Source: an optimization exercise on an open RTL-to-GDS flow (aim: small area, a short achievable clock period and few clock cycles per item). Production flows keep margins and buffers that such runs may drop.
In this exercise RTL edits were held to simulation tests only and were not proved equivalent to the original.

== trial 91 ==
==> flow/design.v <==
module fpe_codec (
    input  wire        clk,
    input  wire        rst,         
    input  wire        start,
    input  wire        op,          
    input  wire [3:0]  width,       
    input  wire        order,       
    input  wire [1:0]  ovf,         
    input  wire [7:0]  offset,      
    input  wire [31:0] scale,
    input  wire [63:0] value,       
    input  wire [63:0] field_in,    
    output reg         done,
    output wire [7:0]  fault,
    output wire [63:0] raw,
    output wire [63:0] dval,
    output wire [63:0] field_out
);
    localparam integer DK = 4;       
    localparam [3:0] F_NONE      = 4'h0;
    localparam [3:0] F_CFG_WIDTH = 4'h2;
    localparam [3:0] F_CFG_SCALE = 4'h3;
    localparam [3:0] F_CFG_OVF   = 4'h4;
    localparam [3:0] F_RANGE     = 4'h6;
    localparam [3:0] F_NOT_FIN   = 4'h7;
    localparam [3:0] F_OVERFLOW  = 4'h8;
    localparam [2:0] S_IDLE = 3'd0;
    localparam [2:0] S_GATH = 3'd1;    
    localparam [2:0] S_ALGN = 3'd2;    
    localparam [2:0] S_DIV  = 3'd3;    
    localparam [2:0] S_MUL  = 3'd4;    
    localparam [2:0] S_RND  = 3'd5;    
    localparam [2:0] S_SHF  = 3'd6;    
    reg [2:0]  state;
    reg [3:0]  F;
    reg        op_r;
    reg [3:0]  gW;                 
    reg        gB;                 
    reg [1:0]  ovf_r;
    reg        sgn_r;
    reg [1:0]  d_r;                
    reg        stk;                
    reg        bigf;               
    reg [63:0] R;
    reg [54:0] QX;
    reg [32:0] A;
    reg [31:0] S;
    reg [33:0] T3;                 
    reg signed [12:0] EX;
    reg [5:0]  cnt;
    assign fault = {4'd0, F};
    assign raw   = R;
    assign dval  = {1'b0, EX[10:0], A[7:0], QX[54:11]};
    function [63:0] gfun;
        input [63:0] x;
        input [3:0]  w;
        input        big;
        reg   [63:0] rv;
        integer b;
        begin
            for (b = 0; b < 8; b = b + 1) rv[8*b +: 8] = x[8*(7-b) +: 8];
            if (big) gfun = rv >> {(4'd8 - w), 3'b000};
            else begin
                gfun = 64'd0;
                for (b = 0; b < 8; b = b + 1)
                    if (b < w) gfun[8*b +: 8] = x[8*b +: 8];
            end
        end
    endfunction
    wire [63:0] gout = gfun(R, gW, gB);
    assign field_out = gout;
    reg [3:0] nb;
    integer ib;
    always @(*) begin
        nb = 4'd0;
        for (ib = 0; ib < 8; ib = ib + 1)
            if (gout[8*ib +: 8] != 8'd0) nb = ib[3:0] + 4'd1;
    end
    wire [8:0] end_ofs = {1'b0, offset} + {5'b0, width};
    reg  [3:0] chk_fault;
    always @(*) begin
        if (width == 4'd0 || width > 4'd8)         chk_fault = F_CFG_WIDTH;
        else if (scale == 32'd0)                   chk_fault = F_CFG_SCALE;
        else if (!op && ovf == 2'd3)               chk_fault = F_CFG_OVF;
        else if (end_ofs > 9'd256)                 chk_fault = F_RANGE;
        else if (!op && value[62:52] == 11'h7FF)   chk_fault = F_NOT_FIN;
        else                                       chk_fault = F_NONE;
    end
    function [5:0] lzc32;
        input [31:0] x;
        integer b;
        begin
            lzc32 = 6'd32;
            for (b = 0; b < 32; b = b + 1)
                if (x[b]) lzc32 = 6'd31 - b[5:0];
        end
    endfunction
    wire [1:0] in_d = lzc32(scale) & 6'd3;
    wire       in_p2 = ((scale & (scale - 32'd1)) == 32'd0);
    wire [4:0] in_j  = 5'd31 - lzc32(scale);
    wire [52:0] M  = {1'b1, R[51:0]};
    wire [56:0] p0 = {4'd0, QX[54:2]};
    wire [56:0] p1 = S[0] ? {4'd0, M}       : 57'd0;
    wire [56:0] p2 = S[1] ? {3'd0, M, 1'b0} : 57'd0;
    wire [56:0] p3 = S[2] ? {2'd0, M, 2'd0} : 57'd0;
    wire [56:0] p4 = S[3] ? {1'd0, M, 3'd0} : 57'd0;
    wire [56:0] c1s = p0 ^ p1 ^ p2;
    wire [56:0] c1c = {((p0 & p1) | (p0 & p2) | (p1 & p2)), 1'b0};
    wire [56:0] c2s = p3 ^ p4 ^ c1s;
    wire [56:0] c2c = {((p3 & p4) | (p3 & c1s) | (p4 & c1s)), 1'b0};
    wire [56:0] c3s = c1c ^ c2s ^ c2c;
    wire [56:0] c3c = {((c1c & c2s) | (c1c & c2c) | (c2s & c2c)), 1'b0};
    wire [56:0] mx  = c3s + c3c;
    wire       shmode = !op_r;
    wire [33:0] D1 = {2'b00, S};
    wire [33:0] D2 = {1'b0, S, 1'b0};
    reg [32:0] da;
    reg [54:0] dq;
    reg [33:0] dy;
    reg [34:0] e1, e2, e3;
    reg [1:0]  dQ;
    reg [31:0] dr;
    integer id;
    always @(*) begin
        da = A;
        dq = QX;
        for (id = 0; id < 2; id = id + 1) begin
            dy = {da, dq[54]};
            e1 = {1'b0, dy} - {1'b0, D1};
            e2 = {1'b0, dy} - {1'b0, D2};
            e3 = {1'b0, dy} - {1'b0, T3};
            if (shmode)      begin dQ = 2'd0; dr = dy[31:0];  end
            else if (!e3[34]) begin dQ = 2'd3; dr = e3[31:0]; end
            else if (!e2[34]) begin dQ = 2'd2; dr = e2[31:0]; end
            else if (!e1[34]) begin dQ = 2'd1; dr = e1[31:0]; end
            else              begin dQ = 2'd0; dr = dy[31:0]; end
            da = {dr, dq[53]};
            dq = {dq[52:0], dQ};
        end
    end
    wire        rtop   = QX[54];
    wire [52:0] rmant  = rtop ? QX[54:2] : QX[53:1];
    wire        rguard = rtop ? QX[1] : QX[0];
    wire        rxs    = op_r ? (A != 33'd0) : stk;
    wire        rstk   = (rtop & QX[0]) | rxs;
    wire        rup    = rguard & (rstk | rmant[0]);
    wire [52:0] rinc   = rmant + {52'd0, rup};
    wire        rcy    = rup & (&rmant);                
    wire [52:0] rm     = rcy ? {1'b1, 52'd0} : rinc;
    wire [3:0]  rdel   = op_r ? (4'd0 - {3'b000, !rtop})
                              : ({2'b00, d_r} + {3'b000, !rtop});
    wire signed [12:0] rex0 = EX + {{9{rdel[3]}}, rdel};
    wire signed [12:0] rex1 = op_r ? rex0 + 13'sd1 : rex0 - 13'sd1;
    wire signed [12:0] rex  = rcy ? rex1 : rex0;
    wire [63:0] ntop;
    genvar gb;
    generate
        for (gb = 0; gb < 8; gb = gb + 1) begin : g_rev
            assign ntop[8*gb +: 8] = gout[8*(7-gb) +: 8];
        end
    endgenerate
    reg [2:0] nlz;
    integer il;
    always @(*) begin
        nlz = 3'd0;
        for (il = 0; il < 8; il = il + 1)
            if (ntop[56 + il]) nlz = 3'd7 - il[2:0];
    end
    wire [63:0] nn      = ntop << nlz;
    wire [87:0] a_v     = {2'b00, nn, 22'd0};
    wire signed [12:0] a_ex = $signed({6'd0, gW, 3'b000}) - $signed({10'd0, nlz})
                            + EX + 13'sd991;
    localparam [6:0] DK7 = DK;
    localparam [6:0] DKM = DK - 1;
    localparam integer YW = 64 + DK - 1;
    wire [YW-1:0] y    = {A[8+DK-1:0], QX};
    wire        sh_neg = EX[12];
    wire        sh_big = !sh_neg && (EX > 13'sd63);
    wire [YW-1:0] ysh  = y >> EX[5:0];
    wire [63:0] t      = (sh_neg || sh_big) ? 64'd0 : ysh[63:0];
    wire        tbig   = bigf || sh_neg;
    wire        tinf   = !bigf && (EX <= -13'sd961);
    wire [63:0] mask   = (gW == 4'd8) ? {64{1'b1}} : ((64'd1 << {gW, 3'b000}) - 64'd1);
    wire        tnz    = tbig || (t != 64'd0);
    wire        tinr   = !tbig && ((t & ~mask) == 64'd0);
    wire [63:0] tneg   = 64'd0 - t;
    reg  [3:0]  lf;
    reg  [63:0] ln;
    always @(*) begin
        lf = F_NONE;
        ln = 64'd0;
        if (tinf) begin
            if (ovf_r == 2'd2) ln = sgn_r ? 64'd0 : mask;
            else               lf = F_OVERFLOW;
        end else if (!sgn_r || !tnz) begin
            if (tinr)               ln = t;
            else if (ovf_r == 2'd0) lf = F_OVERFLOW;
            else if (ovf_r == 2'd1) ln = t & mask;
            else                    ln = mask;
        end else begin
            if (ovf_r == 2'd0)      lf = F_OVERFLOW;
            else if (ovf_r == 2'd1) ln = tneg & mask;
            else                    ln = 64'd0;
        end
    end
    wire        need_lsh = (ovf_r == 2'd1) && sh_neg && !bigf && !tinf && (EX > -13'sd53);
    wire [6:0]  l_u      = 7'd0 - EX[6:0];                   
    wire [6:0]  l_cyc    = (l_u + DKM) / DK7;
    wire [6:0]  l_o      = l_cyc * DK7 - l_u;
    always @(posedge clk) begin
        if (rst) begin
            state <= S_IDLE;
            done  <= 1'b0;
        end else begin
            done <= 1'b0;
            case (state)
            S_IDLE: if (start) begin
                gW    <= width;
                gB    <= order;
                ovf_r <= ovf;
                op_r  <= op;
                bigf  <= 1'b0;
                stk   <= 1'b0;
                sgn_r <= value[63];
                d_r   <= in_p2 ? 2'd0 : in_d;
                R     <= op ? field_in : value;
                S     <= op ? scale : (scale << in_d);
                QX    <= in_p2 ? {1'b1, value[51:0], 2'b00} : 55'd0;
                EX    <= 13'sd1086 - $signed({2'b00, value[62:52]})
                         - (in_p2 ? {8'd0, in_j} : 13'd0);
                cnt   <= 6'd0;
                if (chk_fault != F_NONE) begin
                    done <= 1'b1;
                    F    <= chk_fault;
                end else begin
                    state <= op ? S_GATH : (in_p2 ? S_RND : S_MUL);
                end
            end
            S_MUL: begin
                QX  <= mx[56:2];
                stk <= stk | QX[1] | QX[0] | mx[1] | mx[0];
                S   <= {4'd0, S[31:4]};
                EX  <= EX - 13'sd4;
                if (S[31:4] == 28'd0) state <= S_RND;
            end
            S_GATH: begin
                R     <= gout;
                gW    <= nb;
                gB    <= 1'b1;
                S     <= S << lzc32(S);
                EX    <= {7'd0, lzc32(S)};
                state <= S_ALGN;
            end
            S_ALGN: begin
                {A, QX} <= a_v;
                if (gW == 4'd0) begin
                    EX    <= 13'sd0;
                    done  <= 1'b1;
                    F     <= F_NONE;
                    state <= S_IDLE;
                end else if (S[30:0] == 31'd0) begin
                    A     <= {24'd0, nn[8:0]};
                    QX    <= nn[63:9];
                    EX    <= a_ex;
                    state <= S_RND;
                end else begin
                    EX    <= a_ex;
                    cnt   <= 6'd14;
                    T3    <= D1 + D2;
                    state <= S_DIV;
                end
            end
            S_DIV: begin
                A   <= da;
                QX  <= dq;
                cnt <= cnt - 6'd1;
                if (cnt == 6'd1) state <= op_r ? S_RND : S_SHF;
            end
            S_RND: begin
                A   <= {24'd0, rm[52:44]};
                QX  <= {rm[43:0], 11'd0};
                EX  <= rex;
                if (op_r) begin
                    done  <= 1'b1;
                    F     <= F_NONE;
                    state <= S_IDLE;
                end else begin
                    state <= S_SHF;
                end
            end
            S_SHF: begin
                if (need_lsh) begin
                    bigf  <= 1'b1;
                    EX    <= {6'd0, l_o};
                    cnt   <= l_cyc[5:0];
                    state <= S_DIV;
                end else begin
                    R     <= ln;
                    F     <= lf;
                    done  <= 1'b1;
                    state <= S_IDLE;
                end
            end
            default: state <= S_IDLE;
            endcase
        end
    end
endmodule
==> flow/config.mk <==
export PLATFORM = sky130hd
export DESIGN_NAME = fpe_codec
export DESIGN_NICKNAME = fpe_codec
export VERILOG_FILES = /design/flow/design.v
export SDC_FILE = /design/flow/constraint.sdc
export NUM_CORES = 4
export LEC_CHECK = 0
export CAP_MARGIN = 20
export CORE_MARGIN = 2
export CORE_UTILIZATION = 40
export SETUP_SLACK_MARGIN = 5
export SLEW_MARGIN = 20
==> flow/constraint.sdc <==
create_clock -name core_clock -period 12.5 [get_ports {clk}]
set_input_delay 2.5000 -clock core_clock [delete_from_list [all_inputs] [get_ports {clk}]]
set_output_delay 2.5000 -clock core_clock [all_outputs]
set_load 0.01 [all_outputs]
run.sh (not shown) runs the stock make flow with config.mk's settings and CLKGATE_MAP_FILE= SYNTH_SCRIPT=/design/flow/synth_recipe.tcl, a recipe that flattens the netlist after the stock synthesis.
Testbench counts of trial 91, summed over its fixed seeds: cycles 24,580, ops 2,400.
[inputs] trial 43 vs trial 91
--- a/flow/design.v
+++ b/flow/design.v
@@ -95,10 +95,8 @@
                 if (x[b]) lzc32 = 6'd31 - b[5:0];
         end
     endfunction
     wire [1:0] in_d = lzc32(scale) & 6'd3;
-    wire       in_p2 = ((scale & (scale - 32'd1)) == 32'd0);
-    wire [4:0] in_j  = 5'd31 - lzc32(scale);
     wire [52:0] M  = {1'b1, R[51:0]};
     wire [56:0] p0 = {4'd0, QX[54:2]};
     wire [56:0] p1 = S[0] ? {4'd0, M}       : 57'd0;
     wire [56:0] p2 = S[1] ? {3'd0, M, 1'b0} : 57'd0;
@@ -143,16 +141,15 @@
     wire        rguard = rtop ? QX[1] : QX[0];
     wire        rxs    = op_r ? (A != 33'd0) : stk;
     wire        rstk   = (rtop & QX[0]) | rxs;
     wire        rup    = rguard & (rstk | rmant[0]);
-    wire [52:0] rinc   = rmant + {52'd0, rup};
-    wire        rcy    = rup & (&rmant);                
+    wire [53:0] rsum   = {1'b0, rmant} + {53'd0, rup};
+    wire        rcy    = rsum[53];
+    wire [52:0] rinc   = rsum[52:0];
     wire [52:0] rm     = rcy ? {1'b1, 52'd0} : rinc;
-    wire [3:0]  rdel   = op_r ? (4'd0 - {3'b000, !rtop})
-                              : ({2'b00, d_r} + {3'b000, !rtop});
-    wire signed [12:0] rex0 = EX + {{9{rdel[3]}}, rdel};
-    wire signed [12:0] rex1 = op_r ? rex0 + 13'sd1 : rex0 - 13'sd1;
-    wire signed [12:0] rex  = rcy ? rex1 : rex0;
+    wire [3:0]  rdel   = op_r ? ({3'b000, rcy} - {3'b000, !rtop})
+                              : ({2'b00, d_r} + {3'b000, !rtop} - {3'b000, rcy});
+    wire signed [12:0] rex = EX + {{9{rdel[3]}}, rdel};
     wire [63:0] ntop;
     genvar gb;
     generate
         for (gb = 0; gb < 8; gb = gb + 1) begin : g_rev
@@ -221,20 +218,19 @@
                 op_r  <= op;
                 bigf  <= 1'b0;
                 stk   <= 1'b0;
                 sgn_r <= value[63];
-                d_r   <= in_p2 ? 2'd0 : in_d;
+                d_r   <= in_d;
                 R     <= op ? field_in : value;
                 S     <= op ? scale : (scale << in_d);
-                QX    <= in_p2 ? {1'b1, value[51:0], 2'b00} : 55'd0;
-                EX    <= 13'sd1086 - $signed({2'b00, value[62:52]})
-                         - (in_p2 ? {8'd0, in_j} : 13'd0);
+                QX    <= 55'd0;
+                EX    <= 13'sd1086 - $signed({2'b00, value[62:52]});
                 cnt   <= 6'd0;
                 if (chk_fault != F_NONE) begin
                     done <= 1'b1;
                     F    <= chk_fault;
                 end else begin
-                    state <= op ? S_GATH : (in_p2 ? S_RND : S_MUL);
+                    state <= op ? S_GATH : S_MUL;
                 end
             end
             S_MUL: begin
                 QX  <= mx[56:2];
@@ -257,13 +253,8 @@
                     EX    <= 13'sd0;
                     done  <= 1'b1;
                     F     <= F_NONE;
                     state <= S_IDLE;
-                end else if (S[30:0] == 31'd0) begin
-                    A     <= {24'd0, nn[8:0]};
-                    QX    <= nn[63:9];
-                    EX    <= a_ex;
-                    state <= S_RND;
                 end else begin
                     EX    <= a_ex;
                     cnt   <= 6'd14;
                     T3    <= D1 + D2;
## What came out
- In summary, trial 91 completed successfully, with a layout that passed the timing, design-rule and antenna checks.
- Trial 43 went all the way through synthesis, placement and routing and the layout is clean on timing, DRC and antenna.
- Trial 43 ends up with higher count of clock-buffer cells in the layout than trial 91 does.
- Across both runs, number of buffers other than clock buffers in the final layout was lower for trial 43 than for trial 91.
- Comparing trial 43 and trial 91, the lower shortest clock period the worst path allows after layout is on trial 91.
- Trial 43 vs. trial 91: cell depth of the worst setup path went up by 20%.
- Compared with trial 91, trial 43 shows worst setup slack lower by 0.021 ns.
Testbench counts of trial 43, summed over its fixed seeds: cycles 29,162, ops 2,400.

==> what the ideal ports hide <==
The results above use ideal ports. As a check the final layouts listed here were re-extracted and re-timed, cells and wires unchanged.
Step 1 (the two cells are an assumption about what drives the block):
set clk [get_ports {clk}]
set_driving_cell -lib_cell sky130_fd_sc_hd__clkbuf_16 $clk
set_driving_cell -lib_cell sky130_fd_sc_hd__buf_2 [delete_from_list [all_inputs] $clk]
Step 2 moves the port delays by t, midway between the first and last clock arrival at a register: inputs arrive t later, outputs are due t later. That takes back most of the time a late clock gives input paths.
Three values: no drivers, after step 1, after step 2; two values: the first two.
| run | t (ns) | setup WS [ns] | hold WS [ns] | slew at the worst register clock pin (ns) | worst data-port slew with drivers (ns) |
|---|---|---|---|---|---|
| trial 91 | 0.708 | 4.875 / 4.875 / 4.627 | 0.629 / 0.629 / 0.629 | 0.07 / 0.07 | 0.12 |
| trial 43 | 0.728 | 4.854 / 4.854 / 4.854 | 0.644 / 0.644 / 0.644 | 0.09 / 0.09 | 0.11 |
After both steps every run listed still meets setup and hold. The setup slack of trial 91, which loses most, moves by 0.000 ns with the drivers and by -0.248 ns with both steps.
